This design comes from an exercise in tuning for small area on the open sky130 flow, not from production work. Function was checked by simulation only, so behaviour that the tests miss may differ from the original. Power is estimated from default activity; no workload was simulated.

===== flow/run.sh =====
#!/bin/bash
# synth_recipe.tcl (not shown) runs the flow's synth.tcl, then flattens the netlist and writes it again
# the make line also repeats each setting of config.mk as NAME=value (left out here)
make -C /OpenROAD-flow-scripts/flow DESIGN_CONFIG=/design/flow/config.mk WORK_HOME=/design/flow/orfs CLKGATE_MAP_FILE= SYNTH_SCRIPT=/design/flow/synth_recipe.tcl finish

===== flow/config.mk =====
export PLATFORM = sky130hd
export DESIGN_NAME = hb_decim
export DESIGN_NICKNAME = hb_decim
export VERILOG_FILES = /design/flow/design.v
export SDC_FILE = /design/flow/constraint.sdc
export NUM_CORES = 4
export LEC_CHECK = 0
export CAP_MARGIN = 20
export CORE_MARGIN = 2
export CORE_UTILIZATION = 40
export SLEW_MARGIN = 20

===== flow/constraint.sdc =====
create_clock -name core_clock -period 20.0 [get_ports {clk}]
set_input_delay 4.0000 -clock core_clock [delete_from_list [all_inputs] [get_ports {clk}]]
set_output_delay 4.0000 -clock core_clock [all_outputs]
set_load 0.01 [all_outputs]

===== flow/design.v =====
module mac_engine #(
    parameter integer K = 31,
    parameter [18*K-1:0] COEF = {18*K{1'b0}}
) (
    input  wire               clk,
    input  wire               rst,
    input  wire               shift,
    input  wire signed [15:0] x_re,
    input  wire signed [15:0] x_im,
    output wire signed [39:0] out_re,
    output wire signed [39:0] out_im
);
    reg signed [15:0] d_re [0:K-1];
    reg signed [15:0] d_im [0:K-1];
    reg signed [15:0] s_re [0:K-2];
    reg signed [15:0] s_im [0:K-2];
    reg signed [39:0] a_re [0:K-1];
    reg signed [39:0] a_im [0:K-1];
    genvar i;
    generate
        for (i = 0; i < K; i = i + 1) begin : tap
            wire signed [17:0] c = COEF[18*i +: 18];
            wire signed [33:0] p_re = c * d_re[i];
            wire signed [33:0] p_im = c * d_im[i];
            wire signed [39:0] acc_re;
            wire signed [39:0] acc_im;
            if (i == 0) begin : first
                assign acc_re = {{6{p_re[33]}}, p_re};
                assign acc_im = {{6{p_im[33]}}, p_im};
            end else begin : rest
                assign acc_re = a_re[i-1] + {{6{p_re[33]}}, p_re};
                assign acc_im = a_im[i-1] + {{6{p_im[33]}}, p_im};
            end
            always @(posedge clk) begin
                if (rst) begin
                    d_re[i] <= 16'sd0;
                    d_im[i] <= 16'sd0;
                    a_re[i] <= 40'sd0;
                    a_im[i] <= 40'sd0;
                end else if (shift) begin
                    if (i == 0) begin
                        d_re[i] <= x_re;
                        d_im[i] <= x_im;
                    end else begin
                        d_re[i] <= s_re[i-1];
                        d_im[i] <= s_im[i-1];
                    end
                    a_re[i] <= acc_re;
                    a_im[i] <= acc_im;
                end
            end
            if (i < K - 1) begin : skew
                always @(posedge clk) begin
                    if (rst) begin
                        s_re[i] <= 16'sd0;
                        s_im[i] <= 16'sd0;
                    end else if (shift) begin
                        s_re[i] <= d_re[i];
                        s_im[i] <= d_im[i];
                    end
                end
            end
        end
    endgenerate
    assign out_re = a_re[K-1];
    assign out_im = a_im[K-1];
endmodule
module rsat (
    input  wire signed [39:0] v,
    output wire signed [15:0] r
);
    wire signed [40:0] biased  = {v[39], v} + 41'sd65536 - {40'd0, v[39]};
    wire signed [23:0] rounded = biased[40:17];
    assign r = (rounded > 24'sd32767)  ? 16'sh7fff :
               (rounded < -24'sd32768) ? 16'sh8000 :
               rounded[15:0];
endmodule
module scalar_stage #(
    parameter [18*31-1:0] COEF = {18*31{1'b0}}
) (
    input  wire        clk,
    input  wire        rst,
    input  wire        vin,
    input  wire [31:0] u,       
    output wire        vout,
    output wire [31:0] y        
);
    localparam integer K = 31;
    localparam integer L = 32;
    wire step = vin & ~rst;
    wire signed [39:0] acc_re;
    wire signed [39:0] acc_im;
    mac_engine #(.K(K), .COEF(COEF)) eng (
        .clk   (clk),
        .rst   (rst),
        .shift (step),
        .x_re  (u[15:0]),
        .x_im  (u[31:16]),
        .out_re(acc_re),
        .out_im(acc_im)
    );
    wire [15:0] y_re;
    wire [15:0] y_im;
    rsat sat_re (.v(acc_re), .r(y_re));
    rsat sat_im (.v(acc_im), .r(y_im));
    assign y = {y_im, y_re};
    reg         skip;
    reg [L-1:0] vf;
    always @(posedge clk) begin
        if (rst) begin
            skip <= 1'b0;
            vf   <= {L{1'b0}};
        end else if (vin) begin
            skip <= ~skip;
            vf   <= {vf[L-2:0], ~skip};
        end
    end
    assign vout = step & vf[L-1];
endmodule
module hb_decim (
    input  wire        clk,
    input  wire        rst,       
    input  wire        vin,
    input  wire [31:0] x,         
    output wire        vout,
    output wire [31:0] y          
);
    localparam [18*31-1:0] HS = {
        -18'sd223,   18'sd0,  18'sd384,    18'sd0,  -18'sd881,   18'sd0,
         18'sd1844,  18'sd0, -18'sd3505,   18'sd0,   18'sd6425,  18'sd0,
        -18'sd12685, 18'sd0,  18'sd41302,  18'sd65536, 18'sd41302, 18'sd0,
        -18'sd12685, 18'sd0,  18'sd6425,   18'sd0,  -18'sd3505,  18'sd0,
         18'sd1844,  18'sd0, -18'sd881,    18'sd0,   18'sd384,   18'sd0,
        -18'sd223
    };
    scalar_stage #(.COEF(HS)) stage (
        .clk(clk), .rst(rst), .vin(vin), .u(x), .vout(vout), .y(y)
    );
endmodule

==> results.json <==
{
  "tightest_slew_ps": 1109,
  "max_cap_violations": 0,
  "status": "timing/DRC/antenna clean",
  "fin_crit_ps": 10360,
  "grt_max_degree": 196,
  "routedWlPerCell_microns": 15.56,
  "fmax_ghz": 0.09656,
  "hold_viol_final": 0,
  "drt_iter0_markers": 10710,
  "crit_family": "buffers and inverters",
  "power_frac_clock_pct": 48.3,
  "power_density_nw_per_um2": 55.11,
  "seq_area_frac_synth_pct": 27.80,
  "core_area_sq_um": 773500,
  "setup_viol": 0,
  "drive_gt1_share_pct": 3.447,
  "skew_ps": 73.59,
  "arrival_ps": 6360,
  "power_frac_seq_pct": 46.7,
  "yosysUniqueCellTypes": 96,
  "die_x_microns": 885.1,
  "p_comb_share_pct": 5.0,
  "drt_pass1_iterations": 6,
  "post_cts_buffers": 0,
  "track_usage_pct": 17.01,
  "io_pins": 68,
  "clockBufferDepth": 4,
  "tns_ps": 0,
  "gp_congestion": 0.8543,
  "cpPeakStageDelay_ps": 930,
  "grt_pass1_vias": 216800,
  "placement.io_buffers": 67,
  "async_reset_ff_share_pct": 0,
  "grt_overflow": 0,
  "synth.net_count": 39670,
  "yosys_warnings": 8,
  "critPathCaptureType": "output pin",
  "slew-limit-headroom_pct": 26.06,
  "num_vias": 220400,
  "syn_inst": 33730,
  "initial_core_util_pct": 40.15,
  "antenna_found_initial": 8,
  "dieArea_sq_um": 783500,
  "cts_root_buffer": "clkbuf_16",
  "ant_nets": 0,
  "clock_latency_ps": 1070,
  "htree_levels": 5,
  "multi_input_comb_area_sq_um": 204000,
  "drc_errors": 0,
  "hold-worst-slack_ps": 425.9,
  "routed_wl_microns": 684700,
  "crit_path_cell_trace": "buf_16 > inv_4 > and3_1 > clkdlybuf4s50_1",
  "rsz0062_at_grt": "false",
  "critPathLaunchType": "input pin",
  "cts_buffers": 469,
  "critPathBufInv": 3,
  "dieHeight_microns": 885.1,
  "path_max_fanout": 82,
  "drv_slew": 0,
  "p_sw_uw": 4353,
  "ys.flop_type": "dfxtp_1",
  "cts_num_sinks": 4312,
  "final_cell_count_no_fill": 44010,
  "synth_edf_count": 0,
  "grt_pass1_wl_microns": 1131000,
  "p_leak_uw": 0.1712,
  "criticalPathCategory": "in2out",
  "irDropWorstVdd_mv": 0.07083,
  "power_uw": 18610,
  "ys_seq_elements": 4312,
  "numPlacedInstances": 43140,
  "ff_latch_area_sq_um": 86320,
  "period_share_pct": 51.78,
  "areaGrowthSynthToFinish_pct": 8.738,
  "required_ps": 16000,
  "postCtsResizedCells": 0,
  "avgSynthCellArea_sq_um": 9.207,
  "clk_pin_slew_ps": 70,
  "crit_slowest_cell": "and3_1",
  "viasPerCell": 5.007,
  "synth_area_sq_um": 310600,
  "p_int_uw": 14260,
  "cts_tree": "yes",
  "hpwl_microns": 522900,
  "cts_hold_buf": 0,
  "nets": 39310,
  "sw_frac_of_total_pct": 23.39,
  "fp-row-count": 323,
  "fillers": 75030,
  "hold_path.class": "reg2reg"
}
==> routing by layer <==
metal,share of wire [%],global-route usage (%),vias to the layer above
met2,46,28.80,2207
met4,2.0,3.157,0
met3,2.7,1.524,769
met5,0,0,-
li1,-,-,112400
met1,49,23.82,105000
==> cell usage after synthesis (74+ instances only) <==
master	count	area [sq um]
inv_1	4343	16300
and2_1	83	519.3
a211oi_1	223	1674
a21boi_0	80	600.6
o31ai_1	100	750.7
nand3_1	310	1551
nor2_1	4901	18400
nor3_1	332	1662
a31oi_1	131	819.5
mux2i_1	3639	36420
clkbuf_1	787	2954
ha_1	4161	52060
and3_1	145	907.1
o21ai_0	1004	5025
o21bai_1	265	1989
nand4_1	85	531.8
or2_2	74	462.9
or3_1	117	732.0
fa_1	1740	34830
xor2_1	458	4011
nand2b_1	204	1276
o21a_1	265	1989
xnor2_1	1297	11360
dfxtp_1	4312	86320
nor2b_1	240	1501
a21oi_1	1480	7407
buf_1	272	1021
nand2_1	1021	3832
a21o_1	742	5570
==> path summary, 6_finish.rpt <==
check                         from                endpoint  slack, ps  cells after the start
min          stage.eng.a_re[28][4]   stage.eng.a_re[29][4]        430                      2
min reg2reg  stage.eng.a_re[28][4]   stage.eng.a_re[29][4]        430                      2
max                            rst                    vout       9640                      4
max reg2reg  stage.eng.d_re[22][4]  stage.eng.a_re[22][38]      10730                     32
==> metrics by stage <==
step	utilization [%]	area [sq um]	worst slack (ps)
3_3_place_gp	41.56	321500	9281
3_5_place_dp	41.57	321600	9212
6_report	43.66	337700	9643
2_1_floorplan	-	310600	10590
5_1_grt	43.66	337700	9422
4_1_cts	43.65	337600	9662
==> cell families after synthesis <==
| logic type | count (synthesis) | share of synthesized area [%] |
|---|---|---|
| compound gates | 4991 | 10.29 |
| xor+xnor | 1761 | 4.993 |
| fa+ha+maj | 5901 | 27.98 |
| buf+inv | 5412 | 6.546 |
| flops | 4312 | 27.80 |
| mux | 3690 | 11.91 |
| simple gates | 7666 | 10.48 |
==> cell usage in the layout, fill, tap and decap left out, types with 85 or more instances in the layout <==
| cell | n |
|---|---|
| clkbuf_1 | 87 |
| inv_1 | 4342 |
| dfxtp_1 | 4312 |
| xnor2_1 | 1293 |
| or3_1 | 117 |
| nand4_1 | 85 |
| and3_1 | 145 |
| ha_1 | 4161 |
| nor2_1 | 4899 |
| mux2i_1 | 3639 |
| a31oi_1 | 131 |
| clkbuf_16 | 470 |
| o21bai_1 | 265 |
| nand3_1 | 310 |
| nor3_1 | 332 |
| nand2b_1 | 204 |
| fa_1 | 1740 |
| nand2_1 | 1020 |
| o31ai_1 | 100 |
| a21o_1 | 742 |
| a21oi_1 | 1480 |
| nor2b_1 | 240 |
| clkbuf_8 | 102 |
| a211oi_1 | 223 |
| xor2_1 | 457 |
| o21a_1 | 265 |
| o21ai_0 | 1004 |
| buf_4 | 159 |
==> cell type report <==
type                            instances  share of cell area [%]
Multi-Input combinational cell      24010                   60.41
Sequential cell                      4312                   25.56
Inverter                             4344                   4.831
Clock buffer                          659                   3.995
Tap cell                            10240                   3.793
Clock inverter                        203                  0.7681
Timing Repair Buffer                  239                  0.6413
Antenna cell                            4                0.002964
==> sequential cells by signal, summed over array words and instances (netlist names) <==
register        flops
stage.eng.a_re   1174
stage.eng.a_im   1174
stage.eng.s_im    475
stage.eng.d_re    491
stage.vf           32
stage.eng.s_re    475
stage.eng.d_im    491
==> power by group through the flow <==
stage	Clock (uW)	Sequential, uW	Combinational [uW]
5_1_grt	9600	8690	1020
4_1_cts	9280	8690	935
6_report	9000	8690	923
2_1_floorplan	0	8860	724
3_5_place_dp	0	8880	928
3_3_place_gp	0	8880	922
==> tightest hold or removal path: stages, from the launching register on <==
cell and delay (ps):
dfxtp_1 320, mux2i_1 70, nor2_1 70

==> what the ideal ports hide <==
The results above use ideal ports. As a check the final layout listed here was re-extracted and re-timed, cells and wires unchanged. Step 1 (the two cells are an assumption about what drives the block):
set clk [get_ports {clk}]
set_driving_cell -lib_cell sky130_fd_sc_hd__clkbuf_16 $clk
set_driving_cell -lib_cell sky130_fd_sc_hd__buf_2 [delete_from_list [all_inputs] $clk]
Step 2 adds t to the input delays and takes it off the output delays; t is the mean of the earliest and latest rising clock arrival at the registers after step 1. Input paths then give back, and output paths get back, about the clock's delay inside the block. a / b / c = no drivers / after step 1 / after step 2; a / b = the first two.
t (ns): 1.161
setup WS [ns]: 9.643 / 9.581 / 9.210
hold slack, ns: 0.426 / 0.426 / 0.426
worst register clock-pin slew, ns: 0.07 / 0.07
After both steps this run still meets setup and hold. The setup slack of this run moves by -0.062 ns with the drivers and by -0.433 ns with both steps.
